Source: an optimization exercise on an open RTL-to-GDS flow (aim: small area, a short achievable clock period and few clock cycles). Production flows keep margins and buffers that such runs may drop. Function was checked by simulation only, so behaviour that the tests miss may differ from the original. Power and IR drop assume default switching activity.

File: config.mk
export PLATFORM = sky130hd
export DESIGN_NAME = cv_repack
export DESIGN_NICKNAME = cv_repack
export VERILOG_FILES = /design/flow/design.v
export SDC_FILE = /design/flow/constraint.sdc
export NUM_CORES = 4
export LEC_CHECK = 0
export ABC_AREA = 0
export CAP_MARGIN = 20
export CORE_MARGIN = 2
export CORE_UTILIZATION = 40
export CTS_CLUSTER_DIAMETER = 80
export CTS_CLUSTER_SIZE = 24
export PLACE_DENSITY = 0.6
export SETUP_SLACK_MARGIN = 4.8
export SLEW_MARGIN = 20
File: constraint.sdc
create_clock -name core_clock -period 8.0 [get_ports {clk}]
set_input_delay 1.6000 -clock core_clock [delete_from_list [all_inputs] [get_ports {clk}]]
set_output_delay 1.6000 -clock core_clock [all_outputs]
set_load 0.01 [all_outputs]
File: design.v
module cv_repack (
    input  wire        clk,
    input  wire        rst,
    input  wire        cmd_valid,
    output wire        cmd_ready,
    input  wire [5:0]  cmd_old_w,
    input  wire [5:0]  cmd_new_w,
    input  wire [8:0]  cmd_count,
    input  wire        in_valid,
    output wire        in_ready,
    input  wire [31:0] in_data,
    output wire        out_valid,
    input  wire        out_ready,
    output wire [31:0] out_data,
    output reg         done_valid,
    output reg  [5:0]  done_bits,
    output reg         done_err
);
    function [31:0] low_mask;
        input [5:0] w;
        begin
            if (w >= 6'd32)
                low_mask = 32'hffff_ffff;
            else
                low_mask = (32'd1 << w) - 32'd1;
        end
    endfunction
    function [5:0] bits_needed;
        input [31:0] v;
        integer k;
        begin
            bits_needed = 6'd0;
            for (k = 0; k < 32; k = k + 1)
                if (v[k])
                    bits_needed = k[5:0] + 6'd1;
        end
    endfunction
    reg  [5:0]  ow, nw;
    reg  [8:0]  ecnt;          
    reg         busy;          
    reg         finp;          
    reg         fz;            
    reg         dpend;         
    reg         lastq;         
    reg  [31:0] b0, b1, b2;
    reg  [2:0]  wr, rw;        
    reg  [1:0]  cnt;
    reg  [4:0]  rp;
    reg  [5:0]  sp;            
    reg  [1:0]  lead;          
    reg  [2:0]  cr;            
    reg  [31:0] val_or;
    reg         ev;
    reg  [31:0] e;
    reg  [4:0]  e_wp;
    reg         e_cpl, e_last, e_fl;
    reg  [4:0]  wpr;           
    reg  [31:0] wacc;
    reg  [31:0] obuf;
    reg         ov;
    reg         fl;            
    reg         crdy;          
    assign cmd_ready = crdy;
    wire   accept    = cmd_valid && crdy;
    assign in_ready  = (cr != 3'd0) && (cnt != 2'd3);
    wire   load      = in_valid && in_ready;
    assign out_valid = ov;
    assign out_data  = obuf;
    wire   pop       = ov && out_ready;
    wire   ofree     = !ov || out_ready;
    wire [6:0]  s     = {2'b0, rp} + {1'b0, ow};        
    reg  [5:0]  lim;           
    reg         last;          
    wire        avail = busy && (lim[5] || cnt[1] || (cnt[0] && ({1'b0, rp} <= lim)));
    wire [2:0]  rw1   = {rw[1:0], rw[2]};
    wire [31:0] blo   = ({32{rw[0]}} & b0) | ({32{rw[1]}} & b1) | ({32{rw[2]}} & b2);
    wire [31:0] bhi   = ({32{rw[2]}} & b0) | ({32{rw[0]}} & b1) | ({32{rw[1]}} & b2);
    wire [63:0] fx    = {bhi, blo};
    wire [47:0] f4    = rp[4] ? fx[63:16] : fx[47:0];
    wire [39:0] f3    = rp[3] ? f4[47:8]  : f4[39:0];
    wire [35:0] f2    = rp[2] ? f3[39:4]  : f3[35:0];
    wire [33:0] f1    = rp[1] ? f2[35:2]  : f2[33:0];
    wire [31:0] fun   = rp[0] ? f1[32:1]  : f1[31:0];
    wire [31:0] m_ow  = low_mask(ow);
    wire [31:0] m_nw  = low_mask(nw);
    wire [31:0] elem  = fun & m_ow;
    wire        pop_w = s[5];
    wire [6:0]  t     = {2'b0, wpr} + {1'b0, nw};
    wire [31:0] r0    = e_wp[0] ? {e[30:0],  e[31]}     : e;
    wire [31:0] r1    = e_wp[1] ? {r0[29:0], r0[31:30]} : r0;
    wire [31:0] r2    = e_wp[2] ? {r1[27:0], r1[31:28]} : r1;
    wire [31:0] r3    = e_wp[3] ? {r2[23:0], r2[31:24]} : r2;
    wire [31:0] rot   = e_wp[4] ? {r3[15:0], r3[31:16]} : r3;
    wire [31:0] lm    = low_mask({1'b0, e_wp});
    wire [31:0] hi    = rot & ~lm;
    wire [31:0] lo    = rot & lm;
    wire [31:0] wm    = wacc & lm;
    wire        wstall = fl || (e_cpl && !ofree) || (e_last && lastq);
    wire        wtake  = ev && !wstall;
    wire        take   = avail && (!ev || wtake);
    wire        flush  = fl && ofree;
    wire        fin_now  = finp && !dpend;
    wire        done_now = dpend && lastq && ofree;
    wire        busy_n  = accept ? (cmd_count != 9'd0) : (busy && !(take && last));
    wire        finp_n  = (finp && !fin_now) || (accept && cmd_count == 9'd0) || (take && last);
    wire        dpend_n = fin_now || (dpend && !done_now);
    wire [6:0]  s2    = {1'b0, sp} + {1'b0, ow};
    wire        step  = (lead != 2'd3) && ((ecnt[8:2] != 7'd0) || (ecnt[1:0] > lead));
    wire        sinc  = step && (sp > lim);
    wire [5:0]  s2m   = sp - lim;
    always @(posedge clk) begin
        if (rst) begin
            busy       <= 1'b0;
            crdy       <= 1'b1;
            finp       <= 1'b0;
            fz         <= 1'b0;
            dpend      <= 1'b0;
            lastq      <= 1'b0;
            ecnt       <= 9'd0;
            wr         <= 3'b001;
            rw         <= 3'b001;
            cnt        <= 2'd0;
            rp         <= 5'd0;
            lead       <= 2'd0;
            cr         <= 3'd0;
            ev         <= 1'b0;
            wpr        <= 5'd0;
            ov         <= 1'b0;
            fl         <= 1'b0;
            done_valid <= 1'b0;
        end else begin
            if (accept) begin
                ow     <= cmd_old_w;
                nw     <= cmd_new_w;
                ecnt   <= cmd_count;
                lim    <= 6'd32 - cmd_old_w;
                last   <= (cmd_count == 9'd1);
                lead   <= {1'b0, cmd_count != 9'd0};
                sp     <= (cmd_count != 9'd0) ? cmd_old_w : 6'd0;
                wpr    <= 5'd0;
                rp     <= 5'd0;
            end else begin
                if (step)
                    sp    <= sinc ? s2m : s2[5:0];
                lead <= lead + {1'b0, step} - {1'b0, take};
                if (take) begin
                    ecnt <= ecnt - 9'd1;
                    last <= (ecnt == 9'd2);
                    rp   <= last ? 5'd0 : s[4:0];
                    wpr  <= last ? 5'd0 : t[4:0];
                end
            end
            if (accept)
                cr <= {2'd0, (cmd_count != 9'd0) && (cmd_old_w != 6'd0)};
            else
                cr <= cr + {2'd0, sinc} - {2'd0, load};
            if (take && last) begin
                wr  <= 3'b001;
                rw  <= 3'b001;
                cnt <= 2'd0;
            end else begin
                if (load)
                    wr <= {wr[1:0], wr[2]};
                if (take && pop_w)
                    rw <= rw1;
                cnt <= cnt + {1'b0, load} - {1'b0, take && pop_w};
            end
            if (take)
                ev <= 1'b1;
            else if (wtake)
                ev <= 1'b0;
            if (accept)
                fz <= (cmd_count == 9'd0);
            busy  <= busy_n;
            finp  <= finp_n;
            dpend <= dpend_n;
            crdy  <= !busy_n && !(finp_n && dpend_n);
            lastq <= (lastq && !done_now) || (fin_now && fz) || flush || (wtake && e_last && !e_fl);
            done_valid <= done_now;
            if (flush)
                fl <= 1'b0;
            else if (wtake && e_last)
                fl <= e_fl;
            if (flush || (wtake && e_cpl))
                ov <= 1'b1;
            else if (pop)
                ov <= 1'b0;
        end
        if (in_ready) begin
            if (wr[0]) b0 <= in_data;
            if (wr[1]) b1 <= in_data;
            if (wr[2]) b2 <= in_data;
        end
        if (accept)
            val_or <= 32'd0;
        else if (avail)
            val_or <= val_or | elem;
        if (take) begin
            e      <= elem & m_nw;
            e_wp   <= wpr;
            e_cpl  <= t[5];
            e_last <= last;
            e_fl   <= (t[4:0] != 5'd0);
        end
        if (fin_now) begin
            done_bits <= bits_needed(val_or);
            done_err  <= (bits_needed(val_or) > nw);
        end
        if (flush) begin
            obuf <= wacc;
        end else if (wtake) begin
            if (e_cpl) begin
                obuf <= wm | hi;
                wacc <= lo;
            end else begin
                wacc <= wm | hi;
            end
        end
    end
endmodule
File: run.sh
#!/bin/bash
# synth_recipe.tcl (not shown) runs the flow's synth.tcl, then flattens the netlist and writes it again
# the make line also repeats each setting of config.mk as NAME=value (left out here)
make -C /OpenROAD-flow-scripts/flow DESIGN_CONFIG=/design/flow/config.mk WORK_HOME=/design/flow/orfs CLKGATE_MAP_FILE= SYNTH_SCRIPT=/design/flow/synth_recipe.tcl finish
==> results of run 1 <==
[Yosys cell counts, types with 27 or more instances]
library cell / count
nor3_1: 37
buf_2: 27
xnor2_1: 30
dfxtp_1: 74
nand2_1: 174
nand3_1: 39
o21ai_0: 114
mux2i_1: 102
nor2_1: 178
ha_1: 46
mux2_2: 41
a22oi_1: 45
a222oi_1: 60
edfxtp_1: 231
clkbuf_1: 85
a21oi_1: 116
mux4_2: 63
a31oi_1: 29
inv_1: 45
[worst min-delay path, cell delays in order, from the launching register on]
cell and delay (ps):
dfxtp_1 320, nand2_1 50, a21oi_1 50
[power groups by stage]
stage | logic [mW] | clock network (mW) | registers (mW)
after detailed placement | 2.24 | 0 | 2.25
after global routing | 2.65 | 1.38 | 2.25
after CTS | 2.34 | 1.33 | 2.22
after floorplan | 1.61 | 0 | 2.20
after global placement | 2.21 | 0 | 2.24
final | 2.43 | 1.30 | 2.22
[metal layers]
| layer | vias to the layer above | GRT usage (%) | share of wire (%) | wire, µm |
|---|---|---|---|---|
| li1 | 7400 | - | - | - |
| met3 | 96 | 2.31 | 6.0 | 3380 |
| met4 | 0 | 6.58 | 3.4 | 1950 |
| met1 | 7827 | 29.4 | 42 | 24000 |
| met5 | - | 0 | 0 | 0 |
| met2 | 665 | 36.9 | 48 | 27400 |
[flip-flops by register name (all words and copies together) (netlist names), 9 cells and up]
name,count
b0,32
b1,32
b2,32
e,32
ecnt,9
obuf,32
val_or,32
wacc,32
[stage by stage]
stage	total power, mW	utilization [%]	cell area (µm²)	cells	hold slack [ps]
after floorplan	3.80	-	19400	1875	424
after global placement	4.45	43.5	20800	2485	448
after detailed placement	4.49	43.5	20800	2485	456
after CTS	5.89	46.1	22000	2558	471
after global routing	6.28	46.9	22400	2584	491
final	5.95	46.9	22400	2584	470
[cell families (layout without fill, tap and decap cells)]
group | after synthesis | count (layout) | share of synthesized area [%]
AOI/OAI and AO/OA | 528 | 529 | 18.7
xor gates and xnor gates | 42 | 42 | 1.90
adders and majority gates | 51 | 51 | 3.49
buffers and inverters | 188 | 281 | 4.21
DFF | 305 | 305 | 43.5
muxes | 207 | 207 | 15.1
and+or+nand+nor | 554 | 554 | 13.1
[worst paths after layout]
kind | startpoint | endpoint | slack, ps | cells past startpoint
hold reg to reg | fz | fz | 470 | 2
hold / removal | fz | fz | 470 | 2
setup reg to reg | rw[0] | e[14] | 4840 | 7
setup / recovery | rw[0] | e[14] | 4840 | 7
[timing repair]
item,4_1_cts,5_1_grt
pin swaps,16,18
setup endpoints to repair,179,98
gates resized for setup,50,40
gates cloned,3,2
buffers inserted,28,24
hold endpoints to repair,0,0
[placed cells by master, fill, tap and decap left out, types with 39 or more instances in the layout]
| cell type | n |
|---|---|
| mux4_2 | 63 |
| mux2i_1 | 100 |
| nand3_1 | 39 |
| nand2_1 | 169 |
| inv_1 | 41 |
| clkdlybuf4s50_1 | 97 |
| a222oi_1 | 60 |
| nor2_1 | 172 |
| buf_4 | 74 |
| a22oi_1 | 43 |
| edfxtp_1 | 231 |
| mux2_2 | 41 |
| o21ai_0 | 109 |
| ha_1 | 40 |
| dfxtp_1 | 65 |
| a21oi_1 | 113 |
[final cells by class]
type / count / area, µm²
repair inverters: 1 / 7.51
flip-flops and latches: 305 / 8430
clock inverters: 17 / 236
clock buffers: 25 / 593
multi-input cells: 1383 / 10400
well taps: 615 / 769
repair buffers: 187 / 1790
fillers: 4402 / 25400
inverters: 51 / 206
==> notes.md, run 1 <==
- The area added between synthesis and finish is 15.7%.
- Summed over all layers, the routed wires come to 56.7 mm.
- The die width is 224 µm.
- The count of hold buffers inserted by post-cts repair is 0.
- In this run, synthesis inferred 231 flip-flops with an integrated enable.
- 0 antenna diodes ended up in the layout.
- In the final routed layout, each cell accounts on average for 21.9 µm.
- For this design the ratio of total power to cell area is 266 nW/µm².
- The number of global-route vias before repair is 14,900.
- The kind of path behind the tightest hold check is reg2reg.
- The post-synthesis instance area is 19,300 µm².
- The sequential power share is 37.3%.
- The routed layout has 16,000 vias.
- 101 I/O pins were placed.
- The post-synthesis cell type count is 78.
- The critical path class is reg2reg.
- For this configuration, the core starts out at a cell density of 40.5%.
- The final hold violation count is 0.
- Sequential elements use 43.5% of the synthesized area.
- The worst endpoint data arrival time is 3460 ps.
- In this run the vertical extent of the chip is 224 µm.
- The count of routing violations after the opening detailed-route iteration is 1,683.
- The average vias per placed instance is 6.19.
- Summed over its instances, the top area cell type makes up 35.9% of the synthesized netlist area.
- The critical path goes through buf_12 > a222oi_1 > mux2i_1 > mux4_2 > a22o_1 > nor2_1 > nor3b_1.
- The category of cells accounting for the largest share of critical-path delay is compound AO/OA/AOI/OAI gates.
- The net count after synthesis is 1,984.
- For this run, the slowest stage of the critical path takes 740 ps.
- Counting flops and latches in the post-synthesis netlist gives 305.
- Summed over all cells, the static leakage comes to 8.36 nW.
- The post-route clock period utilization is 39.5%.
- The routability-driven placement congestion ratio is 0.952.
- In this run the tool buffered the top-level ports with 100 buffer cells.
- The half-perimeter wire length after placement is 39.2 mm.
- After global routing the overflow that remains totals 0.
- In this run the worst path has a maximum fanout of 66.
- The first detailed-routing pass ran for 9 iterations.
- Global routing used 21.8% of the available tracks.
- edfxtp_1 takes more of the synthesized area than any other cell.
- Summed over all nets, the switching power comes to 2.25 mW.
- In the post-route analysis, the smallest setup slack over all paths is 4840 ps.
- Clock-pin slew was measured on the worst setup and hold paths at 100 ps.
- For this design, the slowest cell found on the critical path is a222oi_1.
- The switching part of the total is 37.8%.
- The pin slew with the least headroom to its limit is 842 ps.
- The buffer and inverter count on the worst path is 1.
- At the later pin of the worst-skew pair, clock insertion delay measures 570 ps.
- The count of max-cap constraint violations is 0.
- The endpoint required time on the critical path is 8290 ps.
- Of all flip-flops after synthesis, the portion carrying an async set or reset was 0%.
- The root buffer cell is clkbuf_16.
- The final setup violation count is 0.
- The post-route netlist has 16.4% of its cells at a drive strength greater than 1.
- The final layout net count is 2,061.
- Counting I/O delays and the setup requirement, the final critical path takes 3160 ps.
- The remaining number of nets flagged by the antenna check after routing is 0.
- The maximum level of the CTS H-tree is 1.
- The buffer depth of the longest clock path is 3.
- For this run, design rule violations remaining after detail routing come to 0.
- The run finished with no timing, DRC or antenna violations.
- The final number of max-transition violations is 0.
- The cell count after synthesis came out at 1,875.
- Entering global routing, the biggest net connects 67 pins.
- The most used flip-flop cell after synthesis is edfxtp_1.
- The clock buffer count from CTS is 23.
- The type of element capturing the critical path is a flip-flop.
- The area of the die is 50,100 µm².
- The average size of a mapped cell is 10.3 µm².
- Setup repair after global routing could not meet its margin everywhere.
- The first global-routing pass estimated 86.6 mm of wire.
- The placement row count is 80.
- For this run, the number of Yosys warnings is 1.
- The total negative setup slack is 0 ps.
- STA classifies the critical path startpoint as a flip-flop.
- The core area is 47,700 µm².
- The worst pin sits at a relative slew slack of 43.9%.
- The TritonCTS sink count is 305.
- The combinational power share is 40.8%.
- The maximum VDD drop is 0.157 mV.
- The design internal power is 3.71 mW.
- TritonCTS built the clock tree.
- Sorting the synthesized cells by area gives the leading types as edfxtp_1 36%, dfxtp_1 7.7%, mux4_2 7.3%.
- The clock network burns 21.8% of the power.
- For this run, the top clock speed supported by timing is 316 MHz.
- Across the routed clock network, the largest skew measured is 33.8 ps.
- The setup slack after placement is 3250 ps.
- The initial antenna violation count is 0.
Testbench counts, summed over its fixed seeds: cycles 37,273.
==> inputs of run 2 (changes only) <==
--- a/config.mk
+++ b/config.mk
@@ -12,5 +12,5 @@
 export CTS_CLUSTER_DIAMETER = 80
 export CTS_CLUSTER_SIZE = 24
 export PLACE_DENSITY = 0.6
-export SETUP_SLACK_MARGIN = 4.8
+export SETUP_SLACK_MARGIN = 4.5
 export SLEW_MARGIN = 20
==> run 2 against run 1 <==
  * Power shrank 2.2%
  * Non-clock buffer count is 28 lower
  * Flip-flop and latch count stayed put
  * Final cell count fell by 1.1%
  * Sequential share of layout area up 0.72 points
  * First-iteration DRC count down 1.2%
  * Clock skew down 11 ps
  * Count of clock-buffer cells in the layout is 1 higher
  * Critical path depth unchanged
  * Sequential power about the same
  * Largest cell class unchanged
  * Largest power group unchanged
==> notes.md, run 2 <==
- The starting utilization of the core area is 40.5% (unchanged).
- Run status: finished clean (unchanged).
- The type of element launching the critical path is a flip-flop (unchanged).
- The count of routing violations after the opening detailed-route iteration is 1,662 (was 1,683).
- The clock buffer count from CTS is 23 (unchanged).
- The half-perimeter wire length after placement is 39.0 mm (was 39.2 mm).
- The placement row count came to 80 (unchanged).
- The met1 track demand over resource in global routing is 29.2% (was 29.4%).
- The maximum level of the CTS H-tree is 1 (unchanged).
- The number of cells on the worst hold path is 2 (unchanged).
- The setup slack of the critical path after layout is 4580 ps (was 4840 ps).
- The clock network fraction of total power was 21.6% (was 21.8%).
- The number of remaining DRC errors was 0 (unchanged).
- Unrepaired setup endpoints after global routing: yes (unchanged).
- The power per unit of standard cell area is 265 nW/µm² (was 266 nW/µm²).
- Synth top cells by count: 231 x edfxtp_1, 178 x nor2_1, 174 x nand2_1 (unchanged).
- The TritonCTS sink count was 305 (unchanged).
- The final hold violation count was 0 (unchanged).
- The final layout net count is 2,032 (was 2,061).
- The minimum setup slack among reg-to-reg paths is 4580 ps (was 4840 ps).
- The core utilization of the finished layout was 46.0% (was 46.9%).
- The final setup violation count was 0 (unchanged).
- The proportion of synthesized flip-flops having asynchronous set or reset was 0% (unchanged).
- The overall power after layout came to 5.82 mW (was 5.95 mW).
- The endpoint of the worst-slack reg-to-reg timing path is e[14] (unchanged).
- The maximum number of pins on one net before global-route repair is 65 (was 67).
- The root buffer cell is clkbuf_16 (unchanged).
- The global-route track usage on met2 is 36.0% (was 36.9%).
- The buffer depth of the longest clock path is 3 (unchanged).
- The die width is 224 µm (unchanged).
- The share of synthesized area occupied by flip-flops and latches is 43.5% (unchanged).
- The sequential power share is 38.0% (was 37.3%).
- The number of synthesized register bits is 305 (unchanged).
- The static leakage is 8.15 nW (was 8.36 nW).
- The number of standard cells in the layout, taps in and fillers out is 2,555 (was 2,584).
- The worst hold margin came to 466 ps (was 470 ps).
- The number of filler instances in the final layout is 4,484 (was 4,402).
- The critical-path maximum fanout is 64 (was 66).
- The area added between synthesis and finish came to 13.5% (was 15.7%).
- The post-synthesis cell type count is 78 (unchanged).
- The post-route clock period utilization is 42.7% (was 39.5%).
- The total I/O pin count is 101 (unchanged).
- The initial antenna violation count is 0 (unchanged).
- The cell taking the most area after synthesis is edfxtp_1 (unchanged).
- The core area is 47,700 µm² (unchanged).
- The number of port buffers is 100 (unchanged).
- The fraction of synthesized cell area taken by the top area cell type is 35.9% (unchanged).
- The primary flip-flop cell chosen by synthesis mapping is edfxtp_1 (unchanged).
- The number of inserted diodes is 0 (unchanged).
- The combinational power share was 40.4% (was 40.8%).
- The synthesized instance count was 1,875 (unchanged).
- The floorplan die height was 224 µm (unchanged).
- The type of element capturing the critical path is a flip-flop (unchanged).
- The final number of max-transition violations was 0 (unchanged).
- The maximum VDD drop is 0.170 mV (was 0.157 mV).
- The count of warnings emitted by yosys came to 1 (unchanged).
- The post-route clock skew came to 23.1 ps (was 33.8 ps).
- The instance area after placement is 20,800 µm² (about the same).
- The switching part of the total came to 37.7% (was 37.8%).
- The detailed-route wire length is 54.8 mm (was 56.7 mm).
- The endpoint required time on the critical path is 8300 ps (was 8290 ps).
- The net load switching power came to 2.19 mW (was 2.25 mW).
- The remaining number of nets flagged by the antenna check after routing is 0 (unchanged).
- The critical path class is reg2reg (unchanged).
- The clock latency on the worst-skew pair is 580 ps (was 570 ps).
- The design internal power is 3.63 mW (was 3.71 mW).
- The net count after synthesis came to 1,984 (unchanged).
- The capturing instance or port of the critical path is e[14] (unchanged).
- The total negative setup slack is 0 ps (unchanged).
- The overall overflow remaining after global route is 0 (unchanged).
- The remaining max-slew budget at the tightest pin is 32.0% (was 43.9%).
- The worst endpoint data arrival time was 3720 ps (was 3460 ps).
- The post-synthesis instance area was 19,300 µm² (unchanged).
- The clock tree from TritonCTS is yes (unchanged).
- The first-pass GRT wire length is 85.7 mm (was 86.6 mm).
- The global-route met3 utilization is 2.35% (was 2.31%).
- The final instance area came to 22,000 µm² (was 22,400 µm²).
- The launching element of the worst setup path is rw[0] (unchanged).
- The clock slew seen by the registers of the worst setup and hold paths is 80 ps (was 100 ps).
- The clock period minus final worst setup slack is 3420 ps (was 3160 ps).
- The routability-driven placement congestion ratio is 0.961 (was 0.952).
- The most used routing layer in global routing was met2 (unchanged).
- The per-cell routed wire length is 21.5 µm (was 21.9 µm).
- The commonest non-fill, non-tap cell in the layout was edfxtp_1 (unchanged).
- The average size of a mapped cell was 10.3 µm² (unchanged).
- The number of placed instances, taps included was 2,486 (was 2,485).
- The most common cell in the synthesized netlist is edfxtp_1 (unchanged).
- The aggregate global-route resource usage is 21.6% (was 21.8%).
- The highest clock frequency the design can meet is 293 MHz (was 316 MHz).
- The number of enable-type register cells in the synthesized netlist came to 231 (unchanged).
- The depth of the worst register-to-register path is 7 (unchanged).
- The number of global-route vias before repair is 15,000 (was 14,900).
- The total via count in the routed design is 15,700 (was 16,000).
- The area of the die is 50,100 µm² (unchanged).
- The critical register-to-register path startpoint is rw[0] (unchanged).
- The count of hold buffers inserted by post-cts repair was 0 (unchanged).
- Top library cells by usage in the layout, fill and taps aside: 231 x edfxtp_1, 176 x nor2_1, 173 x nand2_1 (was 231 x edfxtp_1, 172 x nor2_1, 169 x nand2_1).
- The average vias per placed instance is 6.14 (was 6.19).
- The kind of path behind the tightest hold check is reg2reg (unchanged).
- The fraction of final layout cells with drive strength greater than 1 is 13.1% (was 16.4%).
- The pin slew with the least headroom to its limit is 1020 ps (was 842 ps).
- The detailed-routing iteration count for the pre-antenna-repair pass is 8 (was 9).
- The setup slack after placement is 2980 ps (was 3250 ps).
- Biggest area contributors in the synthesized netlist: edfxtp_1 36%, dfxtp_1 7.7%, mux4_2 7.3% (unchanged).
- The count of max-cap constraint violations is 0 (unchanged).
run 2: cell counts after synthesis:
Identical to the previous run, type by type.
run 2: power groups by stage:
stage	registers (mW)	clock network (mW)	logic, mW
detailed placement	2.25	0	2.24
floorplan	2.20	0	1.60
CTS	2.21	1.29	2.31
finish	2.21	1.26	2.35
global route	2.24	1.34	2.58
global placement	2.24	0	2.21
run 2: final cells by class:
type	instances	area [µm²]	share of cell area [%]
inverter	51	200	0.912
multi-input combinational	1383	10200	46.6
timing repair buffer	159	1520	6.93
clock buffer	26	587	2.67
clock inverter	16	214	0.975
tap	615	769	3.51
sequential	305	8420	38.4
run 2: how the worst min path moves through the flow:
stage                end  slack (ps)  startpoint
2_1_floorplan     e_last         420        last
3_3_place_gp   val_or[0]         450   val_or[0]
3_5_place_dp   val_or[0]         450   val_or[0]
4_1_cts               fz         470          fz
5_1_grt               fz         480          fz
6_report              fz         470          fz
run 2: critical path, cell delays in order, from the launching register on:
cell      delay, ps
dfxtp_2         330
buf_4           310
a222oi_1        970
mux2i_1         270
mux4_2          590
a22o_1          250
nor2_1          240
nor3b_1         140
run 2: cells by family (layout without fill, tap and decap cells):
family          after synthesis  count (layout)  synth area share [%]
flops                       305             305                  43.5
fa+ha+maj                    51              51                  3.49
xor+xnor                     42              42                  1.90
mux                         207             207                  15.1
buf+inv                     188             252                  4.21
compound gates              528             529                  18.7
simple gates                554             554                  13.1
run 2: what timing repair did:
action,in CTS,in global routing
gates resized for setup,17,17
setup endpoints to repair,86,35
cloned,3,0
buffers inserted,9,15
pin swaps,4,6
run 2: routing by layer:
metal	wire (µm)	share of wire (%)	vias to the layer above
li1	-	-	7360
met1	23500	43	7660
met2	26100	48	567
met3	3080	5.6	100
met4	2160	3.9	0
met5	0	0	-
==> inputs of run 3 (changes only) <==
--- a/config.mk
+++ b/config.mk
@@ -12,5 +12,5 @@
 export CTS_CLUSTER_DIAMETER = 80
 export CTS_CLUSTER_SIZE = 24
 export PLACE_DENSITY = 0.6
-export SETUP_SLACK_MARGIN = 4.5
+export SETUP_SLACK_MARGIN = 5
 export SLEW_MARGIN = 20
==> run 3 against run 2 <==
  * Non-clock buffer count up 59
  * Setup slack improved by 420 ps
  * Final cell count rose by 2.3%
  * Global-route usage rose by 0.33 points
  * Sequential share of layout area fell by 1.6 points
  * Flip-flop and latch count did not move
  * Synthesized cell count unchanged
  * Critical path type is now in2reg
==> notes.md, run 3 <==
- The number of cells on the worst hold path came to 2 (unchanged).
- The remaining number of nets flagged by the antenna check after routing came to 0 (unchanged).
- The detailed-route wire length is 58.6 mm (was 54.8 mm).
- The total negative setup slack is 0 ps (unchanged).
- The main combinational cell family by area after synthesis was compound AO/OA/AOI/OAI gates (unchanged).
- The setup slack after placement was 2940 ps (was 2980 ps).
- The fraction of final layout cells with drive strength greater than 1 is 19.0% (was 13.1%).
- The pin slew with the least headroom to its limit is 796 ps (was 1020 ps).
- The clock network fraction of total power is 20.8% (was 21.6%).
- The design internal power was 3.75 mW (was 3.63 mW).
- The mux cell area share after synthesis is 15.1% (unchanged).
- The xor/xnor share of the synthesized area is 1.90% (unchanged).
- The net load switching power came to 2.31 mW (was 2.19 mW).
- The kind of path behind the tightest hold check is reg2reg (unchanged).
- The overall overflow remaining after global route is 0 (unchanged).
- The synthesized-area fraction occupied by ao, oa, aoi and oai cells was 18.7% (unchanged).
- The commonest non-fill, non-tap cell in the layout was edfxtp_1 (unchanged).
- The count of routing violations after the opening detailed-route iteration is 1,756 (was 1,662).
- The TritonCTS sink count was 305 (unchanged).
- The clock slew seen by the registers of the worst setup and hold paths was 90 ps (was 80 ps).
- The post-synthesis instance area is 19,300 µm² (unchanged).
- The per-cell routed wire length is 22.4 µm (was 21.5 µm).
- The type of element launching the critical path is an input port (was flip-flop).
- The final number of max-transition violations is 0 (unchanged).
- The count of max-cap constraint violations is 0 (unchanged).
- The setup slack of the critical path after layout is 5000 ps (was 4580 ps).
- The endpoint of the worst-slack reg-to-reg timing path is cr[2] (was e[14]).
- The cell taking the most area after synthesis is edfxtp_1 (unchanged).
- The maximum VDD drop was 0.171 mV (was 0.170 mV).
- The highest clock frequency the design can meet is 334 MHz (was 293 MHz).
- The overall power after layout came to 6.06 mW (was 5.82 mW).
- The final setup violation count is 0 (unchanged).
- The launch instance of the worst min-delay path is fz (unchanged).
- The share of synthesized cell area in and, or, nand and nor gates came to 13.1% (unchanged).
- The synthesized instance count is 1,875 (unchanged).
- The most common cell in the synthesized netlist is edfxtp_1 (unchanged).
- The clock tree from TritonCTS is yes (unchanged).
- The root buffer cell is clkbuf_16 (unchanged).
- The primary flip-flop cell chosen by synthesis mapping is edfxtp_1 (unchanged).
- The critical register-to-register path startpoint is ow[0] (was rw[0]).
- The number of synthesized register bits is 305 (unchanged).
- Series of cell instances along the critical path: buf_6 > and3b_2 > o21ai_4 > and3_4 > a21oi_4 > inv_4 > buf_12 > and2_4 > ha_4 > inv_4 > ha_4 > xor2_2 > xnor2_1 > nor2_1 (was buf_4 > a222oi_1 > mux2i_1 > mux4_2 > a22o_1 > nor2_1 > nor3b_1).
- The worst-path cell with the longest stage delay is and3b_2 (was a222oi_1).
- The post-route clock skew is 31.9 ps (was 23.1 ps).
- The area of the die is 50,100 µm² (unchanged).
- The clock period minus final worst setup slack was 3000 ps (was 3420 ps).
- The total via count in the routed design is 16,300 (was 15,700).
- The share of synthesized area occupied by flip-flops and latches was 43.5% (unchanged).
- The floorplan die height was 224 µm (unchanged).
- The worst endpoint data arrival time came to 3480 ps (was 3720 ps).
- The combinational power share is 42.5% (was 40.4%).
- The static leakage is 8.65 nW (was 8.15 nW).
- The depth of the worst register-to-register path came to 15 (was 7).
- The routability-driven placement congestion ratio is 0.951 (was 0.961).
- Run status: finished clean (unchanged).
- The starting utilization of the core area is 40.5% (unchanged).
- The maximum level of the CTS H-tree is 1 (unchanged).
- The placement row count is 80 (unchanged).
- The buffer depth of the longest clock path was 3 (unchanged).
- The remaining max-slew budget at the tightest pin is 47.0% (was 32.0%).
- The first-pass GRT wire length is 87.0 mm (was 85.7 mm).
- The clock latency on the worst-skew pair is 590 ps (was 580 ps).
- The number of global-route vias before repair is 15,300 (was 15,000).
- The critical-path maximum fanout is 3 (was 64).
- The number of inserted diodes is 0 (unchanged).
- The aggregate global-route resource usage is 21.9% (was 21.6%).
- The sequential power share was 36.7% (was 38.0%).
- The core area was 47,700 µm² (unchanged).
- The number of port buffers came to 100 (unchanged).
- The average vias per placed instance is 6.22 (was 6.14).
- The post-route clock period utilization came to 37.5% (was 42.7%).
- Top library cells by usage in the layout, fill and taps aside: 231 x edfxtp_1, 169 x nand2_1, 167 x nor2_1 (was 231 x edfxtp_1, 176 x nor2_1, 173 x nand2_1).
- The final layout net count came to 2,092 (was 2,032).
- The initial antenna violation count is 1 (was 0).
- The number of placed instances, taps included is 2,485 (was 2,486).
- The count of warnings emitted by yosys is 1 (unchanged).
- The final instance area was 22,900 µm² (was 22,000 µm²).
- Biggest area contributors in the synthesized netlist: edfxtp_1 36%, dfxtp_1 7.7%, mux4_2 7.3% (unchanged).
- Unrepaired setup endpoints after global routing: yes (unchanged).
- The power per unit of standard cell area was 264 nW/µm² (was 265 nW/µm²).
- The minimum setup slack among reg-to-reg paths came to 5060 ps (was 4580 ps).
- The delay of the slowest cell on the worst path is 260 ps (was 970 ps).
- Synth top cells by count: 231 x edfxtp_1, 178 x nor2_1, 174 x nand2_1 (unchanged).
- The fraction of synthesized cell area taken by the top area cell type is 35.9% (unchanged).
- The final hold violation count is 0 (unchanged).
- The total I/O pin count is 101 (unchanged).
- The post-synthesis cell type count is 78 (unchanged).
- The proportion of synthesized flip-flops having asynchronous set or reset is 0% (unchanged).
- The number of remaining DRC errors is 0 (unchanged).
- The half-perimeter wire length after placement is 38.8 mm (was 39.0 mm).
- The area share of fa/ha/maj cells after synthesis is 3.49% (unchanged).
- The type of element capturing the critical path was a flip-flop (unchanged).
- The switching part of the total is 38.2% (was 37.7%).
- The detailed-routing iteration count for the pre-antenna-repair pass is 9 (was 8).
- The die width is 224 µm (unchanged).
- The endpoint required time on the critical path is 8480 ps (was 8300 ps).
- The clock buffer count from CTS is 23 (unchanged).
- The net count after synthesis is 1,984 (unchanged).
- The critical path class is in2reg (was reg2reg).
- The number of standard cells in the layout, taps in and fillers out was 2,615 (was 2,555).
- The worst min-delay path endpoint is fz (unchanged).
- The number of enable-type register cells in the synthesized netlist was 231 (unchanged).
- The maximum number of pins on one net before global-route repair is 65 (unchanged).
- The average size of a mapped cell is 10.3 µm² (unchanged).
- The instance area after placement is 20,800 µm² (about the same).
- The area added between synthesis and finish is 18.6% (was 13.5%).
==> run 3: cell counts after synthesis <==
No cell type changed its count.
==> run 3: per-layer routing <==
metal  part of all wire (%)  global-route usage (%)
met1                     42                    29.1
met5                  0.017                       0
met4                    4.2                    8.75
met2                     48                    36.6
met3                    6.1                    2.47
==> run 3: timing repair <==
item	CTS	global route
endpoints found under the hold margin	0	0
hold buffers	0	0
cloned	5	8
gates resized for setup	123	57
buffers inserted	45	30
setup endpoints to repair	244	121
pin swaps	28	31
==> run 3: kinds of logic after synthesis <==
group	Yosys count
AOI/OAI and AO/OA	528
xor gates and xnor gates	42
adders and majority gates	51
buffers and inverters	188
DFF	305
muxes	207
and+or+nand+nor	554
==> run 3: cell type report <==
cell class,instances,area [µm²]
Clock buffer,26,597
Clock inverter,16,221
Fill cell,4368,24800
Inverter,51,215
Multi-Input combinational cell,1383,10500
Sequential cell,305,8440
Tap cell,615,769
Timing Repair Buffer,218,2150
Timing Repair inverter,1,7.51
==> run 3: worst max path at each step <==
| stage | from | endpoint |
|---|---|---|
| 2_1_floorplan | out_ready | obuf[0] |
| 3_3_place_gp | out_ready | cnt[1] |
| 3_5_place_dp | out_ready | cnt[1] |
| 4_1_cts | out_ready | cnt[1] |
| 5_1_grt | ecnt[2] | cr[2] |
| 6_report | out_ready | cnt[1] |
==> run 3: metrics by stage <==
stage	hold slack [ps]	util [%]
3_3_place_gp	448	43.5
4_1_cts	467	46.7
3_5_place_dp	456	43.5
5_1_grt	484	48.1
6_report	464	48.1
2_1_floorplan	424	-
==> run 3: power groups by stage <==
stage	registers (mW)	clock network, mW	logic [mW]
2_1_floorplan	2.20	0	1.61
3_3_place_gp	2.24	0	2.21
3_5_place_dp	2.25	0	2.24
4_1_cts	2.21	1.29	2.42
5_1_grt	2.25	1.34	2.79
6_report	2.22	1.26	2.57
==> run 3: critical path: cells and delay by family <==
family          cells  cell delay (ps)
compound gates      2              270
xor+xnor            2              270
buf+inv             4              320
simple gates        4              620
fa+ha+maj           2              400
==> inputs of run 4 (changes only) <==
==> flow/run.sh (new file) <==
#!/bin/bash
set -o pipefail
export BUFFER_PORTS_ARGS="-buffer_cell sky130_fd_sc_hd__buf_1"
bash standard.sh > standard.log 2>&1
==> standard.sh (new file) <==
#!/bin/bash
# synth_recipe.tcl (not shown) runs the flow's synth.tcl, then flattens the netlist and writes it again
# the make line also repeats each setting of config.mk as NAME=value (left out here)
make -C /OpenROAD-flow-scripts/flow DESIGN_CONFIG=/design/flow/config.mk WORK_HOME=/design/flow/orfs CLKGATE_MAP_FILE= SYNTH_SCRIPT=/design/flow/synth_recipe.tcl "${@:-finish}"
removed: run.sh
==> run 4 against run 3 <==
  * Clock power about the same
  * Non-clock buffer count down 15
  * Critical path type unchanged
  * Combinational power down 4%
  * Wire length down 3.4%
  * Power down 1.3%
  * Largest power group unchanged
  * Still clean on timing, DRC and antenna
  * Via count down 0.78%
  * Core utilization down 1.8 points
  * Area after synthesis unchanged
  * Sequential power about the same
  * Sequential share of layout area up 1.3 points
==> notes.md, run 4 <==
- The worst endpoint data arrival time came to 3610 ps (was 3480 ps).
- The floorplan die height came to 224 µm (unchanged).
- The net count after synthesis is 1,984 (unchanged).
- The total negative setup slack is 0 ps (unchanged).
- The number of enable-type register cells in the synthesized netlist is 231 (unchanged).
- The power per unit of standard cell area is 271 nW/µm² (was 264 nW/µm²).
- The type of element launching the critical path is an input port (unchanged).
- The fraction of final layout cells with drive strength greater than 1 is 18.0% (was 19.0%).
- The launch instance of the worst min-delay path is fz (unchanged).
- The storage element area is 8430 µm² (was 8440 µm²).
- Unrepaired setup endpoints after global routing: yes (unchanged).
- The critical path class is in2reg (unchanged).
- The maximum number of pins on one net before global-route repair was 65 (unchanged).
- The count of hold buffers inserted by post-cts repair is 0 (unchanged).
- The highest clock frequency the design can meet is 318 MHz (was 334 MHz).
- The maximum level of the CTS H-tree is 1 (unchanged).
- The cell taking the most area after synthesis is edfxtp_1 (unchanged).
- The area of the die is 50,100 µm² (unchanged).
- The proportion of synthesized flip-flops having asynchronous set or reset is 0% (unchanged).
- The final setup violation count is 0 (unchanged).
- The core area is 47,700 µm² (unchanged).
- The synthesized instance count is 1,875 (unchanged).
- The clock slew seen by the registers of the worst setup and hold paths is 90 ps (about the same).
- The pin slew with the least headroom to its limit is 763 ps (was 796 ps).
- The number of synthesized register bits came to 305 (unchanged).
- The total via count in the routed design is 16,100 (was 16,300).
- The count of warnings emitted by yosys is 1 (unchanged).
- The die width is 224 µm (unchanged).
- The count of routing violations after the opening detailed-route iteration is 1,849 (was 1,756).
- The overall overflow remaining after global route was 0 (unchanged).
- The type of element capturing the critical path is a flip-flop (unchanged).
- The per-cell routed wire length is 21.8 µm (was 22.4 µm).
- The routability-driven placement congestion ratio came to 0.953 (was 0.951).
- The post-synthesis cell type count is 78 (unchanged).
- Biggest area contributors in the synthesized netlist: edfxtp_1 36%, dfxtp_1 7.7%, mux4_2 7.3% (unchanged).
- The commonest non-fill, non-tap cell in the layout is edfxtp_1 (unchanged).
- The detailed-routing iteration count for the pre-antenna-repair pass came to 10 (was 9).
- The post-route clock period utilization came to 39.3% (was 37.5%).
- The average size of a mapped cell came to 10.3 µm² (unchanged).
- The half-perimeter wire length after placement is 38.9 mm (was 38.8 mm).
- The fraction of synthesized cell area taken by the top area cell type is 35.9% (unchanged).
- The buffer depth of the longest clock path is 3 (unchanged).
- The final number of max-transition violations came to 0 (unchanged).
- The number of global-route vias before repair is 15,100 (was 15,300).
- The kind of path behind the tightest hold check is reg2reg (unchanged).
- The remaining max-slew budget at the tightest pin is 49.1% (was 47.0%).
- The number of port buffers is 100 (unchanged).
- The area of combinational cells with multiple inputs was 10,500 µm² (about the same).
- The critical register-to-register path startpoint is ow[0] (unchanged).
- The final layout net count is 2,077 (was 2,092).
- The number of placed instances, taps included is 2,486 (was 2,485).
- The aggregate global-route resource usage is 21.9% (about the same).
- The average vias per placed instance is 6.20 (was 6.22).
- The total I/O pin count came to 101 (unchanged).
- The worst-path cell with the longest stage delay is and3b_2 (unchanged).
- The delay of the slowest cell on the worst path is 280 ps (was 260 ps).
- The initial antenna violation count is 0 (was 1).
- The critical-path maximum fanout is 5 (was 3).
- The count of max-cap constraint violations is 0 (unchanged).
- The TritonCTS sink count is 305 (unchanged).
- The endpoint required time on the critical path is 8470 ps (was 8480 ps).
- The maximum VDD drop is 0.186 mV (was 0.171 mV).
- The starting utilization of the core area is 40.5% (unchanged).
- The clock latency on the worst-skew pair is 570 ps (was 590 ps).
- The most common cell in the synthesized netlist is edfxtp_1 (unchanged).
- The category of cells accounting for the largest share of critical-path delay is simple AND/OR/NAND/NOR gates (unchanged).
- The endpoint of the worst-slack reg-to-reg timing path was cnt[1] (was cr[2]).
- The final hold violation count was 0 (unchanged).
- The clock period minus final worst setup slack is 3140 ps (was 3000 ps).
- The root buffer cell was clkbuf_16 (unchanged).
- The area added between synthesis and finish was 14.3% (was 18.6%).
- The worst min-delay path endpoint is fz (unchanged).
- Synth top cells by count: 231 x edfxtp_1, 178 x nor2_1, 174 x nand2_1 (unchanged).
- The primary flip-flop cell chosen by synthesis mapping is edfxtp_1 (unchanged).
- Top library cells by usage in the layout, fill and taps aside: 231 x edfxtp_1, 171 x nand2_1, 166 x nor2_1 (was 231 x edfxtp_1, 169 x nand2_1, 167 x nor2_1).
- The most frequent cell on the critical path is ha_4.
- The number of cells on the worst hold path is 2 (unchanged).
- The post-route clock skew is 37.1 ps (was 31.9 ps).
- The post-synthesis instance area is 19,300 µm² (unchanged).
- The clock tree from TritonCTS is yes (unchanged).
- The number of remaining DRC errors is 0 (unchanged).
- The share of synthesized area occupied by flip-flops and latches is 43.5% (unchanged).
- The worst hold margin is 467 ps (was 464 ps).
- The minimum setup slack among reg-to-reg paths is 4910 ps (was 5060 ps).
- The static leakage came to 8.20 nW (was 8.65 nW).
- The first-pass GRT wire length is 86.7 mm (was 87.0 mm).
- The remaining number of nets flagged by the antenna check after routing is 0 (unchanged).
- The number of standard cells in the layout, taps in and fillers out is 2,600 (was 2,615).
- The number of filler instances in the final layout is 4,350 (was 4,368).
- The placement row count is 80 (unchanged).
- The clock buffer count from CTS is 23 (unchanged).
- The depth of the worst register-to-register path is 16 (was 15).
- The detailed-route wire length is 56.6 mm (was 58.6 mm).
- Series of cell instances along the critical path: buf_6 > and3b_2 > o21ai_4 > and3_4 > a21oi_4 > inv_4 > buf_12 > and2_4 > ha_4 > inv_2 > ha_4 > xor2_2 > xnor2_1 > nor2_1 (was buf_6 > and3b_2 > o21ai_4 > and3_4 > a21oi_4 > inv_4 > buf_12 > and2_4 > ha_4 > inv_4 > ha_4 > xor2_2 > xnor2_1 > nor2_1).
- The buffer and inverter count on the worst path is 4 (unchanged).
- Run status: finished clean (unchanged).
## run 4: cell counts after synthesis
Identical to the previous run, type by type.
## run 4: worst register-to-register path: cells and delay by family, from the launching register on
family,cells,cell delay (ps)
flip-flops,1,420
XOR/XNOR,2,340
adder cells (fa/ha/maj),3,590
buffers and inverters,5,570
AND/OR/NAND/NOR,3,360
AO/OA/AOI/OAI,3,700
## run 4: metal layers
layer,share of wire (%),global-route usage (%),wire (µm)
met1,41,28.6,23300
met2,48,37.2,27300
met3,6.9,3.07,3920
met4,3.8,7.48,2130
met5,0,0,0
## run 4: timing repair
item / in CTS / in global routing
cloned: 6 / 1
pin swaps: 21 / 34
buffers inserted: 32 / 33
endpoints found under the hold margin: 0 / 0
setup endpoints to repair: 183 / 109
gates resized for setup: 64 / 58
## run 4: per-stage QoR
step           worst slack, ps  cell area (µm²)  power, mW  utilization, %
2_1_floorplan             4290            19400       3.81               -
3_3_place_gp              3300            20200       4.41            42.2
3_5_place_dp              3300            20200       4.46            42.2
4_1_cts                   4780            21600       5.88            45.2
5_1_grt                   4830            22100       6.30            46.3
6_report                  4860            22100       5.98            46.3
## run 4: cell type report
| cell class | instances | area share, % |
|---|---|---|
| multi-input combinational | 1383 | 47.5 |
| sequential | 305 | 38.1 |
| timing repair buffer | 203 | 6.23 |
| tap | 615 | 3.48 |
| clock buffer | 24 | 2.62 |
| clock inverter | 17 | 1.02 |
| inverter | 51 | 0.985 |
| timing repair inverter | 1 | 0.0340 |
| antenna | 1 | 0.0113 |
## run 4: cells by family after synthesis
kind of cell	share of synthesized area, %
adders and majority gates	3.49
buffers and inverters	4.21
and+or+nand+nor	13.1
DFF	43.5
AOI/OAI and AO/OA	18.7
muxes	15.1
xor gates and xnor gates	1.90
## run 4: worst max path at each step
stage / to / cells past startpoint / start
after floorplan: obuf[0] / 4 / out_ready
after global placement: cnt[1] / 14 / out_ready
after detailed placement: cnt[1] / 14 / out_ready
after CTS: cnt[1] / 14 / rp[2]
after global routing: cnt[1] / 14 / out_ready
final: cnt[1] / 14 / out_ready
## run 4: report_power, final
| part | internal [mW] | switching [mW] | leakage, nW | total [mW] |
|---|---|---|---|---|
| Clock | 0.628 | 0.652 | 0.386 | 1.28 |
| Sequential | 2.05 | 0.170 | 2.74 | 2.22 |
| Combinational | 1.04 | 1.44 | 5.07 | 2.48 |
| Total | 3.72 | 2.27 | 8.20 | 5.98 |
==> inputs of run 5 (changes only) <==
==> flow/run.sh (replaced) <==
#!/bin/bash
set -o pipefail
export BUFFER_PORTS_ARGS="-buffer_cell sky130_fd_sc_hd__buf_1"
export SETUP_SLACK_MARGIN=5.4
bash standard.sh > standard.log 2>&1
--- a/config.mk
+++ b/config.mk
@@ -12,5 +12,4 @@
 export CTS_CLUSTER_DIAMETER = 80
 export CTS_CLUSTER_SIZE = 24
 export PLACE_DENSITY = 0.6
-export SETUP_SLACK_MARGIN = 5
 export SLEW_MARGIN = 20
==> run 5 against run 4 <==
  * Critical path type unchanged
  * Setup slack better by 97 ps
  * Still clean
  * Final cell count is 5.9% higher
  * Critical endpoint unchanged
  * Count of clock-buffer cells in the layout is 7 higher
  * Final area is 16% higher
  * Power increased by 15%
==> notes.md, run 5 <==
- The die width came to 224 µm (unchanged).
- The pin slew with the least headroom to its limit was 679 ps (was 763 ps).
- The maximum level of the CTS H-tree came to 1 (unchanged).
- The number of port buffers is 100 (unchanged).
- The count of max-cap constraint violations was 0 (unchanged).
- The buffer depth of the longest clock path came to 3 (unchanged).
- The highest clock frequency the design can meet is 328 MHz (was 318 MHz).
- The type of element launching the critical path is an input port (unchanged).
- The type of element capturing the critical path is a flip-flop (unchanged).
- Synth top cells by count: 231 x edfxtp_1, 178 x nor2_1, 174 x nand2_1 (unchanged).
- The synthesized instance count is 1,875 (unchanged).
- The critical path class is in2reg (unchanged).
- The static leakage was 9.58 nW (was 8.20 nW).
- The post-synthesis instance area is 19,300 µm² (unchanged).
- The core area is 47,700 µm² (unchanged).
- The sequential power share was 32.7% (was 37.1%).
- The launch instance of the worst min-delay path is val_or[0] (was fz).
- The total negative setup slack is 0 ps (unchanged).
- The final setup violation count is 0 (unchanged).
- Top library cells by usage in the layout, fill and taps aside: 231 x edfxtp_1, 164 x buf_4, 137 x nor2_1 (was 231 x edfxtp_1, 171 x nand2_1, 166 x nor2_1).
- The fraction of final layout cells with drive strength greater than 1 is 37.0% (was 18.0%).
- The average size of a mapped cell was 10.3 µm² (unchanged).
- The combinational power share came to 47.8% (was 41.5%).
- The fraction of synthesized cell area taken by the top area cell type was 35.9% (unchanged).
- The per-cell routed wire length was 23.6 µm (was 21.8 µm).
- The count of hold buffers inserted by post-cts repair came to 0 (unchanged).
- The clock buffer count from CTS is 25 (was 23).
- The setup slack of the critical path after layout is 4950 ps (was 4860 ps).
- The number of enable-type register cells in the synthesized netlist was 231 (unchanged).
- The power per unit of standard cell area is 267 nW/µm² (was 271 nW/µm²).
- The area added between synthesis and finish is 33.0% (was 14.3%).
- The post-route clock skew is 30.6 ps (was 37.1 ps).
- The total via count in the routed design is 17,400 (was 16,100).
- The number of remaining DRC errors came to 0 (unchanged).
- The launching element of the worst setup path is out_ready (unchanged).
- The number of synthesized register bits was 305 (unchanged).
- The critical register-to-register path startpoint was ow[0] (unchanged).
- The clock latency on the worst-skew pair is 590 ps (was 570 ps).
- The root buffer cell was clkbuf_16 (unchanged).
- The overall power after layout is 6.88 mW (was 5.98 mW).
- The total I/O pin count is 101 (unchanged).
- The clock tree from TritonCTS is yes (unchanged).
- The minimum setup slack among reg-to-reg paths came to 4980 ps (was 4910 ps).
- Biggest area contributors in the synthesized netlist: edfxtp_1 36%, dfxtp_1 7.7%, mux4_2 7.3% (unchanged).
- The post-synthesis cell type count is 78 (unchanged).
- The proportion of synthesized flip-flops having asynchronous set or reset came to 0% (unchanged).
- The area of the die is 50,100 µm² (unchanged).
- Run status: finished clean (unchanged).
- The primary flip-flop cell chosen by synthesis mapping was edfxtp_1 (unchanged).
- Unrepaired setup endpoints after global routing: yes (unchanged).
- The count of warnings emitted by yosys is 1 (unchanged).
- The count of routing violations after the opening detailed-route iteration is 2,047 (was 1,849).
- The final instance area was 25,700 µm² (was 22,100 µm²).
- The clock slew seen by the registers of the worst setup and hold paths was 90 ps (about the same).
- The routability-driven placement congestion ratio came to 0.936 (was 0.953).
- The number of placed instances, taps included is 2,482 (was 2,486).
- The instance area after placement was 20,400 µm² (was 20,200 µm²).
- The final hold violation count is 0 (unchanged).
- The starting utilization of the core area came to 40.5% (unchanged).
- The detailed-routing iteration count for the pre-antenna-repair pass came to 7 (was 10).
- The maximum number of pins on one net before global-route repair came to 63 (was 65).
- The critical-path maximum fanout came to 4 (was 5).
- The share of synthesized area occupied by flip-flops and latches is 43.5% (unchanged).
- The net count after synthesis is 1,984 (unchanged).
- The average vias per placed instance is 6.30 (was 6.20).
- The remaining number of nets flagged by the antenna check after routing was 0 (unchanged).
- The cell taking the most area after synthesis was edfxtp_1 (unchanged).
- The setup slack after placement is 2900 ps (was 3300 ps).
- The floorplan die height was 224 µm (unchanged).
- The net load switching power came to 2.64 mW (was 2.27 mW).
- The clock network fraction of total power is 19.5% (was 21.4%).
- The detailed-route wire length came to 65.1 mm (was 56.6 mm).
- The number of standard cells in the layout, taps in and fillers out is 2,754 (was 2,600).
- The final number of max-transition violations was 0 (unchanged).
- The overall overflow remaining after global route is 0 (unchanged).
- The placement row count is 80 (unchanged).
- The maximum VDD drop was 0.263 mV (was 0.186 mV).
- The half-perimeter wire length after placement is 39.3 mm (was 38.9 mm).
- The worst endpoint data arrival time came to 3540 ps (was 3610 ps).
- The endpoint required time on the critical path was 8490 ps (was 8470 ps).
- The most common cell in the synthesized netlist is edfxtp_1 (unchanged).
- The final layout net count is 2,229 (was 2,077).
- The clock period minus final worst setup slack is 3050 ps (was 3140 ps).
- The switching part of the total is 38.4% (was 37.9%).
- The post-route clock period utilization is 38.1% (was 39.3%).
- The aggregate global-route resource usage came to 23.2% (was 21.9%).
- The commonest non-fill, non-tap cell in the layout is edfxtp_1 (unchanged).
- The initial antenna violation count is 0 (unchanged).
- The number of inserted diodes is 0 (was 1).
- The design internal power was 4.24 mW (was 3.72 mW).
- The first-pass GRT wire length came to 91.8 mm (was 86.7 mm).
- The TritonCTS sink count is 305 (unchanged).
- The remaining max-slew budget at the tightest pin is 54.7% (was 49.1%).
- The kind of path behind the tightest hold check was reg2reg (unchanged).
- The number of global-route vias before repair was 15,700 (was 15,100).
run 5: what timing repair did:
item                                    4_1_cts  5_1_grt
cloned                                       13       22
resized for setup                           236      332
pin swaps                                    76      161
endpoints found under the setup margin      299      265
setup buffers                               106       85
run 5: final timing paths:
kind                to  cells after the start
min          val_or[0]                      1
max reg2reg      cr[2]                     15
max             cnt[1]                     13
min reg2reg  val_or[0]                      1
run 5: cell type report:
cell class	instances	area [µm²]
clock buffer	31	689
timing repair inverter	7	119
clock inverter	15	193
fill	3977	22000
timing repair buffer	345	3110
inverter	51	258
sequential	305	8460
multi-input combinational	1385	12100
tap	615	769
run 5: worst max-delay path, cell delays in order:
cell       delay, ps
buf_6             90
and3b_2          270
o21ai_4          100
and3_4           210
a21oi_4          160
bufinv_16        210
and2_4           150
ha_4             250
inv_2             30
ha_4             150
xor2_2           140
xnor2_1          120
nor2_1            50
run 5: logic make-up after synthesis:
logic type | count (synthesis) | synth area share [%]
multiplexers | 207 | 15.1
AO/OA/AOI/OAI | 528 | 18.7
flip-flops | 305 | 43.5
adder cells (fa/ha/maj) | 51 | 3.49
buffers and inverters | 188 | 4.21
AND/OR/NAND/NOR | 554 | 13.1
XOR/XNOR | 42 | 1.90
run 5: per-layer routing:
layer,up-vias,track usage [%],routed length (µm)
li1,7775,-,-
met3,136,2.60,4490
met4,0,8.41,2400
met2,808,39.3,32200
met5,-,0,0
met1,8634,30.7,26000
run 5: power by group through the flow:
| stage | logic [mW] | clock network (mW) | registers, mW |
|---|---|---|---|
| detailed placement | 2.25 | 0 | 2.25 |
| floorplan | 1.65 | 0 | 2.20 |
| CTS | 2.69 | 1.36 | 2.23 |
| global placement | 2.21 | 0 | 2.24 |
| finish | 3.29 | 1.34 | 2.25 |
| global route | 3.49 | 1.41 | 2.27 |
run 5: through the flow:
| step | utilization (%) | hold slack, ps |
|---|---|---|
| 3_3_place_gp | 42.8 | 442 |
| 4_1_cts | 48.8 | 468 |
| 2_1_floorplan | - | 424 |
| 6_report | 53.9 | 460 |
| 3_5_place_dp | 42.8 | 450 |
| 5_1_grt | 53.9 | 482 |
==> inputs of run 6 (changes only) <==
==> run.sh (new file) <==
#!/bin/bash
# synth_recipe.tcl (not shown) runs the flow's synth.tcl, then flattens the netlist and writes it again
# the make line also repeats each setting of config.mk as NAME=value (left out here)
make -C /OpenROAD-flow-scripts/flow DESIGN_CONFIG=/design/flow/config.mk WORK_HOME=/design/flow/orfs CLKGATE_MAP_FILE= SYNTH_SCRIPT=/design/flow/synth_recipe.tcl finish
--- a/config.mk
+++ b/config.mk
@@ -8,8 +8,9 @@
 export ABC_AREA = 0
 export CAP_MARGIN = 20
 export CORE_MARGIN = 2
-export CORE_UTILIZATION = 40
+export CORE_UTILIZATION = 55
 export CTS_CLUSTER_DIAMETER = 80
 export CTS_CLUSTER_SIZE = 24
-export PLACE_DENSITY = 0.6
+export PLACE_DENSITY = 0.7
+export SETUP_SLACK_MARGIN = 4.8
 export SLEW_MARGIN = 20
removed: flow/run.sh
removed: standard.sh
==> run 6 against run 5 <==
  * Global-route usage is 6.6 points higher
  * Sequential share of layout area increased by 5.5 points
  * Flip-flop and latch count unchanged
  * Setup slack got worse by 180 ps
  * Worst hold slack gained 14 ps
  * Clock power down 19%
  * Via count shrank 8.1%
  * Clock skew decreased by 9.7 ps
  * Area after synthesis stayed put
  * Sequential power is essentially flat
  * Combinational power down 26%
  * Critical path type is now reg2reg
  * Critical endpoint is now cr[2]
  * Largest cell class unchanged
  * Largest power group unchanged
==> notes.md, run 6 <==
- The worst-path cell with the longest stage delay is edfxtp_1 (was and3b_2).
- The launching element of the worst setup path is ow[0] (was out_ready).
- The critical-path maximum fanout was 5 (was 4).
- The root buffer cell was clkbuf_16 (unchanged).
- The sequential power share is 38.9% (was 32.7%).
- The starting utilization of the core area is 55.9% (was 40.5%).
- The most common cell in the synthesized netlist is edfxtp_1 (unchanged).
- The count of warnings emitted by yosys is 1 (unchanged).
- Unrepaired setup endpoints after global routing: yes (unchanged).
- The maximum number of pins on one net before global-route repair is 67 (was 63).
- The fraction of final layout cells with drive strength greater than 1 came to 15.6% (was 37.0%).
- The overall overflow remaining after global route is 0 (unchanged).
- The aggregate global-route resource usage is 29.8% (was 23.2%).
- The endpoint required time on the critical path is 8380 ps (was 8490 ps).
- The delay of the slowest cell on the worst path was 470 ps (was 270 ps).
- The combinational power share is 42.3% (was 47.8%).
- The placement row count is 68 (was 80).
- The remaining number of nets flagged by the antenna check after routing is 0 (unchanged).
- The endpoint of the worst-slack reg-to-reg timing path is cr[2] (unchanged).
- The number of inserted diodes was 0 (unchanged).
- The first-pass GRT wire length is 85.3 mm (was 91.8 mm).
- The highest clock frequency the design can meet was 310 MHz (was 328 MHz).
- The worst hold margin is 474 ps (was 460 ps).
- The clock period minus final worst setup slack is 3230 ps (was 3050 ps).
- Top library cells by usage in the layout, fill and taps aside: 231 x edfxtp_1, 172 x nor2_1, 172 x nand2_1 (was 231 x edfxtp_1, 164 x buf_4, 137 x nor2_1).
- The routability-driven placement congestion ratio is 0.930 (was 0.936).
- The clock buffer count from CTS is 19 (was 25).
- The clock slew seen by the registers of the worst setup and hold paths is 90 ps (about the same).
- Series of cell instances along the critical path: ha_2 > fa_2 > nand2b_4 > a21boi_2 > o21ai_1 > a21oi_1 > nand3b_1 > ha_1 > inv_1 > ha_1 > inv_1 > fa_2 > xor2_2 > xnor2_1 > nor2_1 (was buf_6 > and3b_2 > o21ai_4 > and3_4 > a21oi_4 > bufinv_16 > and2_4 > ha_4 > inv_2 > ha_4 > xor2_2 > xnor2_1 > nor2_1).
- The clock latency on the worst-skew pair was 540 ps (was 590 ps).
- The final number of max-transition violations is 0 (unchanged).
- The buffer depth of the longest clock path is 3 (unchanged).
- The detailed-routing iteration count for the pre-antenna-repair pass is 8 (was 7).
- The post-route clock skew is 20.9 ps (was 30.6 ps).
- The type of element launching the critical path is a flip-flop (was input port).
- The fraction of synthesized cell area taken by the top area cell type is 35.9% (unchanged).
- The net load switching power is 2.15 mW (was 2.64 mW).
- The depth of the worst register-to-register path is 15 (unchanged).
- The synthesized instance count is 1,875 (unchanged).
- The commonest non-fill, non-tap cell in the layout is edfxtp_1 (unchanged).
- The critical path class is reg2reg (was in2reg).
- The count of hold buffers inserted by post-cts repair is 0 (unchanged).
- The average vias per placed instance is 6.64 (was 6.30).
- The die width is 192 µm (was 224 µm).
- The cell taking the most area after synthesis is edfxtp_1 (unchanged).
- The remaining max-slew budget at the tightest pin is 40.5% (was 54.7%).
- The switching part of the total is 37.6% (was 38.4%).
- The kind of path behind the tightest hold check is reg2reg (unchanged).
- The half-perimeter wire length after placement is 37.6 mm (was 39.3 mm).
- The clock tree from TritonCTS is yes (unchanged).
- The type of element capturing the critical path is a flip-flop (unchanged).
- The initial antenna violation count came to 0 (unchanged).
- The average size of a mapped cell came to 10.3 µm² (unchanged).
- The proportion of synthesized flip-flops having asynchronous set or reset came to 0% (unchanged).
- The launch instance of the worst min-delay path is fz (was val_or[0]).
- The net count after synthesis is 1,984 (unchanged).
- The power per unit of standard cell area is 260 nW/µm² (was 267 nW/µm²).
- The total negative setup slack is 0 ps (unchanged).
- The number of enable-type register cells in the synthesized netlist is 231 (unchanged).
- The post-synthesis cell type count came to 78 (unchanged).
- The TritonCTS sink count is 305 (unchanged).
- The post-route clock period utilization came to 40.3% (was 38.1%).
- The final layout net count is 2,042 (was 2,229).
- Synth top cells by count: 231 x edfxtp_1, 178 x nor2_1, 174 x nand2_1 (unchanged).
- The per-cell routed wire length is 22.9 µm (was 23.6 µm).
- The design internal power is 3.56 mW (was 4.24 mW).
- The critical register-to-register path startpoint was ow[0] (unchanged).
- The clock network fraction of total power came to 18.8% (was 19.5%).
- The count of max-cap constraint violations came to 0 (unchanged).
- Run status: finished clean (unchanged).
- The number of synthesized register bits is 305 (unchanged).
- The total via count in the routed design was 15,900 (was 17,400).
- The number of global-route vias before repair is 15,200 (was 15,700).
- The share of synthesized area occupied by flip-flops and latches is 43.5% (unchanged).
- The total I/O pin count was 101 (unchanged).
- The static leakage was 8.19 nW (was 9.58 nW).
- The minimum setup slack among reg-to-reg paths came to 4770 ps (was 4980 ps).
- The worst endpoint data arrival time was 3610 ps (was 3540 ps).
- The worst min-delay path endpoint is fz (was val_or[0]).
- The detailed-route wire length is 54.9 mm (was 65.1 mm).
- Biggest area contributors in the synthesized netlist: edfxtp_1 36%, dfxtp_1 7.7%, mux4_2 7.3% (unchanged).
- The pin slew with the least headroom to its limit is 893 ps (was 679 ps).
- The floorplan die height is 192 µm (was 224 µm).
- The number of port buffers is 100 (unchanged).
- The number of remaining DRC errors is 0 (unchanged).
- The post-synthesis instance area is 19,300 µm² (unchanged).
- The final setup violation count is 0 (unchanged).
- The primary flip-flop cell chosen by synthesis mapping is edfxtp_1 (unchanged).
- The core area came to 34,600 µm² (was 47,700 µm²).
- The count of routing violations after the opening detailed-route iteration is 2,066 (was 2,047).
- The area added between synthesis and finish is 13.4% (was 33.0%).
- The final hold violation count is 0 (unchanged).
- The number of cells on the worst hold path came to 2 (was 1).
- The area of the die came to 36,700 µm² (was 50,100 µm²).
- The maximum VDD drop is 0.255 mV (was 0.263 mV).
- The maximum level of the CTS H-tree is 1 (unchanged).
-- run 6: worst max-delay path, delay by kind of cell (launching register included) --
kind	cells	cell delay (ps)
buffers and inverters	2	110
and+or+nand+nor	3	380
AOI/OAI and AO/OA	3	350
xor gates and xnor gates	2	300
DFF	1	470
adders and majority gates	5	1440
-- run 6: worst max path at each step --
stage,endpoint,cells after the start
6_report,cr[2],15
3_5_place_dp,cnt[1],13
4_1_cts,cr[2],15
3_3_place_gp,cnt[1],13
2_1_floorplan,obuf[0],4
5_1_grt,cr[2],15
-- run 6: cell families (layout without fill, tap and decap cells) --
group	count (synthesis)	in the layout	share of synthesized area [%]
simple gates	554	554	13.1
fa+ha+maj	51	51	3.49
compound gates	528	529	18.7
xor+xnor	42	42	1.90
buf+inv	188	257	4.21
flops	305	305	43.5
mux	207	207	15.1
-- run 6: cell type report --
class | count | area (µm²)
inverter | 51 | 230
multi-input combinational | 1383 | 10400
clock buffer | 22 | 497
timing repair buffer | 170 | 1650
timing repair inverter | 3 | 25.0
fill | 2807 | 12700
tap | 455 | 569
sequential | 305 | 8430
clock inverter | 11 | 125
-- run 6: repair_timing --
action,CTS,global route
resized for setup,68,30
setup buffers,26,9
gates cloned,6,0
endpoints found under the setup margin,158,66
pin swaps,17,12
-- run 6: per-layer routing --
metal	track usage [%]	vias up	part of all wire, %
li1	-	7351	-
met2	50.8	708	49
met3	4.13	124	6.9
met5	0	-	0
met4	10.9	0	4.0
met1	38.8	7756	40
-- run 6: through the flow --
| stage | utilization, % | power, mW | cell area [µm²] | std cells | worst slack, ps |
|---|---|---|---|---|---|
| 3_5_place_dp | 59.4 | 4.47 | 20600 | 2326 | 2700 |
| 6_report | 63.4 | 5.72 | 21900 | 2400 | 4770 |
| 4_1_cts | 62.8 | 5.66 | 21700 | 2391 | 4750 |
| 3_3_place_gp | 59.4 | 4.41 | 20600 | 2325 | 2790 |
| 5_1_grt | 63.4 | 6.01 | 21900 | 2400 | 4570 |
| 2_1_floorplan | - | 3.80 | 19400 | 1875 | 4280 |
-- run 6: power by group through the flow --
stage / Sequential [mW] / Combinational [mW] / Clock [mW]
after CTS: 2.22 / 2.35 / 1.09
after global placement: 2.23 / 2.18 / 0
after detailed placement: 2.25 / 2.22 / 0
final: 2.22 / 2.42 / 1.08
after global routing: 2.25 / 2.61 / 1.15
after floorplan: 2.20 / 1.61 / 0

[re-timing with driven ports]
The flow's constraints put no driver on any port. The routed layouts listed below were extracted and timed again, unchanged, in two steps. Step 1 assumes that a clkbuf_16 drives the clock port and a buf_2 every other input. Step 2, shift: input delay + t, output delay - t, t = (earliest + latest rising clock arrival at the registers) / 2. This alone moves slack from input paths to output paths. a / b / c = no drivers / after step 1 / after step 2; a / b = the first two.
run	t, ns	setup WS [ns]	pins driven straight from the clock port
run 1	0.617	4.837 / 4.837 / 4.347	1
run 2	0.625	4.583 / 4.544 / 4.243	1
run 3	0.631	5.003 / 4.981 / 4.388	1
run 4	0.614	4.856 / 4.880 / 4.266	1
run 5	0.631	4.953 / 4.976 / 4.345	1
run 6	0.589	4.773 / 4.773 / 4.252	1
After both steps setup and hold are still met in every run listed. For run 3, which loses most, drivers alone change the setup slack by -0.022 ns; drivers and shift together by -0.615 ns.
